Context: an optimization exercise on an open-source flow, tuned for small area and few clock cycles. The choices shown serve that exercise and are no tape-out recipe. RTL that was checked went through simulation tests only; none was proved equivalent to the original. No driver is modelled on the clock port, so clocking that relies on it looks cheaper here than on a real chip.

==> sierra <==
Design adf4350_enc, start of the top module:
module adf4350_enc (
    input  wire        clk,
    input  wire        rst,          
    input  wire        cmd_valid,
    output wire        ready,
    input  wire [3:0]  cmd_op,
    input  wire [31:0] cmd_a,
    input  wire [15:0] cmd_b,
    output reg  [31:0] result,
    output wire        fault,
    output wire [1:0]  fault_code,
    output wire        cs_n,
    output wire        sclk,
    output reg         sdata
);
Settings: LEC_CHECK=0, CAP_MARGIN=20, CORE_MARGIN=2, CORE_UTILIZATION=70, SLEW_MARGIN=20; clock period 10.0 ns.
standard.sh (not shown) runs the stock make flow with config.mk's settings and CLKGATE_MAP_FILE= SYNTH_SCRIPT=/design/flow/synth_recipe.tcl, a recipe that flattens the netlist after the stock synthesis.
==> flow/flow/run.sh <==
#!/bin/bash
# Standard layout with smaller port buffers and a clock tree without dummy loads.
set -euo pipefail
export BUFFER_PORTS_ARGS="-buffer_cell sky130_fd_sc_hd__buf_1"
export CTS_ARGS="-sink_clustering_enable -repair_clock_nets -dont_use_dummy_load -buf_list sky130_fd_sc_hd__clkbuf_8"
bash standard.sh > standard.log 2>&1
==> delta: changes against sierra <==
--- a/flow/design.v
+++ b/flow/design.v
@@ -19,30 +19,30 @@
     localparam [3:0] OP_SET_PD      = 4'h4;
     localparam [3:0] OP_SET_RF_EN   = 4'h5;
     localparam [3:0] OP_SET_AUX_EN  = 4'h6;
     localparam [3:0] OP_SET_RF_PWR  = 4'h7;
     localparam [3:0] OP_SET_AUX_PWR = 4'h8;
     localparam [3:0] OP_SET_FB_TYPE = 4'h9;
-    reg        initd;
-    reg [1:0]  fault_cause;
+    reg [1:0]  status;
+    wire       initd = status[0];
     reg [31:0] fkhz;         
     reg [15:0] ref_mhz;      
     reg        fb;
     reg        pd;
     reg        aux_en;
     reg        rf_en;
     reg [1:0]  aux_pwr;
     reg [1:0]  rf_pwr;
-    reg        busy;         
     reg [2:0]  frame;        
     reg [6:0]  cyc;          
     reg [3:0]  ra;           
     reg [6:0]  rb;           
     reg [15:0] rc;           
-    assign fault      = |fault_cause;
-    assign fault_code = fault_cause;
+    assign fault      = status[1];
+    assign fault_code = {status[1] & status[0], status[1] & !status[0]};
+    wire   busy       = !(frame[2] && frame[1]);    
     assign ready      = !busy && !fault;
     function [18:0] radd;
         input [17:0] a;
         input [17:0] b;
         input        ci;
         integer i;
@@ -153,54 +153,49 @@
     assign cs_n = !busy || (cyc[6] && cyc[0]);
     assign sclk = busy && cyc[0] && !cyc[6];
     wire [18:0] cyc_s = radd({11'd0, cyc}, 18'd1, 1'b0);
     wire step = busy && cyc[0] && (cyc[6:5] == 2'b00) && (frame[2:1] == 2'b00);
     always @(posedge clk) begin
         if (rst) begin
-            busy        <= 1'b0;
-            initd       <= 1'b0;
-            fault_cause <= 2'd0;
+            frame       <= 3'd7;
+            status      <= 2'd0;
             fb          <= 1'b0;
             pd          <= 1'b0;
             aux_en      <= 1'b0;
             rf_en       <= 1'b0;
             aux_pwr     <= 2'd0;
             rf_pwr      <= 2'd0;
         end else begin
             if (accept) begin
                 if (no_init)
-                    fault_cause <= 2'd1;
+                    status <= 2'd2;
                 else if (ref_bad)
-                    fault_cause <= 2'd2;
-                if (is_init && !b_zero)
-                    initd <= 1'b1;
+                    status <= 2'd3;
+                else if (is_init)
+                    status <= 2'd1;
                 if (commit)
-                    busy <= 1'b1;
+                    frame <= 3'd5;
                 case (cmd_op)
                     OP_SET_PD:      pd      <= a_nz;
                     OP_SET_RF_EN:   rf_en   <= a_nz;
                     OP_SET_AUX_EN:  aux_en  <= a_nz;
                     OP_SET_RF_PWR:  rf_pwr  <= a_sat;
                     OP_SET_AUX_PWR: aux_pwr <= a_sat;
                     OP_SET_FB_TYPE: fb      <= a_nz;
                     default: ;
                 endcase
             end
-            if (busy && frame == 3'd0 && cyc[6])
-                busy <= 1'b0;                    
+            if (busy && cyc[6] && (cyc[0] || frame == 3'd0))
+                frame <= frame - 3'd1;
         end
     end
     always @(posedge clk) begin
         if (!busy || (cyc[6] && cyc[0]))
             cyc <= 7'd0;
         else
             cyc <= cyc_s[6:0];
-        if (!busy)
-            frame <= 3'd5;
-        else if (cyc[6] && cyc[0])
-            frame <= frame - 3'd1;
         if (!busy || cyc[6])
             sdata <= 1'b0;                       
         else if (cyc[0])
             sdata <= nxt;
     end
     always @(posedge clk) begin
==> flow/flow/run.sh (replaced) <==
#!/bin/bash
# The standard layout (standard.sh) with these changes:
# - synthesis maps the logic with flow/abc.script in place of ORFS's
#   abc_speed.script (everything else in synthesis is unchanged, so the
#   registers are the standard synthesis's);
# - the port buffers are buf_1 cells;
# - CTS builds the tree from clkbuf_8 cells and inserts no dummy loads;
#   flow/post_cts.tcl then downsizes clock buffers where the flip-flop
#   clock-pin slew stays under 105 ps.
# Each step's full output is in synth.log / standard.log here and in ORFS's
# own logs under orfs/logs.
set -euo pipefail
here=$(pwd)
rm -rf "$here/scripts_abc"
cp -r "$FLOW_HOME/scripts" "$here/scripts_abc"
cp "$here/flow/abc.script" "$here/scripts_abc/abc_speed.script"
export BUFFER_PORTS_ARGS="-buffer_cell sky130_fd_sc_hd__buf_1"
export CTS_ARGS="-sink_clustering_enable -repair_clock_nets -dont_use_dummy_load -buf_list sky130_fd_sc_hd__clkbuf_8"
export POST_CTS_TCL="$here/flow/post_cts.tcl"
export CLK_SLEW_TARGET_PS=105
SCRIPTS_DIR="$here/scripts_abc" bash standard.sh synth > synth.log 2>&1
bash standard.sh > standard.log 2>&1
==> flow/flow/abc.script (new file) <==
strash
&get -n
&st
&deepsyn -T 20
&put
strash
&get -n
&dch -f
&nf
&put
topo
stime -c
dnsize -c
==> flow/flow/post_cts.tcl (new file) <==
# Downsize clock buffers where the flip-flop clock-pin slew stays well under
# the limit: each clkbuf_8 that CTS placed is tried as clkbuf_2 and then
# clkbuf_4, and keeps the first that holds every clock-pin slew at or under
# CLK_SLEW_TARGET_PS with placement parasitics; otherwise it stays clkbuf_8.
set target [expr {[info exists ::env(CLK_SLEW_TARGET_PS)] ? $::env(CLK_SLEW_TARGET_PS) : 105.0}]
set db [ord::get_db]
set block [ord::get_db_block]
proc clk_slew_worst {} {
  set worst 0
  foreach pin [all_registers -clock_pins -edge_triggered] {
    foreach e {rise fall} {
      foreach an {min max} {
        set ps [expr {[sta::time_ui_sta [get_property $pin slew_${an}_$e]] * 1e12}]
        if {$ps > $worst} { set worst $ps }
      }
    }
  }
  return $worst
}
estimate_parasitics -placement
puts "post_cts: clock-pin slew before downsizing [clk_slew_worst] ps"
set bufs {}
foreach inst [$block getInsts] {
  if {[[$inst getMaster] getName] eq "sky130_fd_sc_hd__clkbuf_8"} { lappend bufs $inst }
}
# Leaves first (buffers that drive flip-flops), root last.
set leaves {}; set others {}
foreach inst $bufs {
  set leaf 0
  set net [[$inst findITerm X] getNet]
  foreach it [$net getITerms] { if {[[$it getMTerm] getName] eq "CLK"} { set leaf 1; break } }
  if {$leaf} { lappend leaves $inst } else { lappend others $inst }
}
set orig [$db findMaster sky130_fd_sc_hd__clkbuf_8]
foreach inst [concat $leaves $others] {
  foreach cand {sky130_fd_sc_hd__clkbuf_2 sky130_fd_sc_hd__clkbuf_4} {
    $inst swapMaster [$db findMaster $cand]
    estimate_parasitics -placement
    if {[clk_slew_worst] <= $target} { break }
    $inst swapMaster $orig
  }
}
estimate_parasitics -placement
set n2 0; set n4 0; set n8 0
foreach inst $bufs {
  switch [[$inst getMaster] getName] {
    sky130_fd_sc_hd__clkbuf_2 { incr n2 }
    sky130_fd_sc_hd__clkbuf_4 { incr n4 }
    default { incr n8 }
  }
}
puts "post_cts: clkbuf_2 $n2, clkbuf_4 $n4, clkbuf_8 $n8; clock-pin slew after [clk_slew_worst] ps"
CORE_UTILIZATION = 85   (was 70)
==> run summary <==
| quantity | sierra | delta |
|---|---|---|
| Fraction of the yosys area taken by sequential cells | 48.7% | 52.0% |
| Starting utilization of the core area | 71.8% | 88.7% |
| Status | complete, no violations | aborted with a tool error |
| Failing step | - | 3_3_place_gp |
| Basic-gate share of the synthesized area counting and, or, nand and nor cells | 14.2% | 13.6% |
| Share of synthesized cell area in full adder, half adder and majority cells | 13.5% | 14.6% |
| Die W | 104 um | 91.2 um |
| Post-synthesis compound-gate area fraction | 12.9% | 14.9% |
| Synthesized net count | 748 | 688 |
| Mux share of post-synthesis cell area | 4.89% | 0.464% |
| Std-Cell Rows | 36 | 31 |
| Area of the mapped netlist | 6990 um2 | 6460 um2 |
| Fraction of synthesized cell area taken by the top area cell type | 34.4% | 37.2% |
| Xor and xnor area share after synthesis | 1.70% | 1.30% |
| Mean post-synth cell area | 11.0 um2 | 11.2 um2 |
Testbench counts of delta, summed over its fixed seeds: cycles 427,413.
For sierra, only the layout was checked, not whether the RTL still works.

## static timing again, ports no longer ideal
In the flow no input, the clock included, has a driving cell. The finished layout below was timed again as built, in two steps. Step 1 (the two cells are an assumption about what drives the block):
set clk [get_ports {clk}]
set_driving_cell -lib_cell sky130_fd_sc_hd__clkbuf_16 $clk
set_driving_cell -lib_cell sky130_fd_sc_hd__buf_2 [delete_from_list [all_inputs] $clk]
Step 2 times the ports against the registers' clock, not the clock port: input delays grow and output delays shrink by t, the midpoint of the rising clock arrivals with the driver on. Three values: ideal ports, drivers, drivers and shift; two values: the first two.
run: sierra
t (ns): 0.472
setup WS [ns]: 1.642 / 1.642 / 1.642
worst register clock-pin slew, ns: 0.07 / 0.07
worst slew at a driven data input, ns: 0.04
After both steps setup and hold are still met in sierra. The setup slack of sierra moves by 0.000 ns with the drivers and by 0.000 ns with both steps.
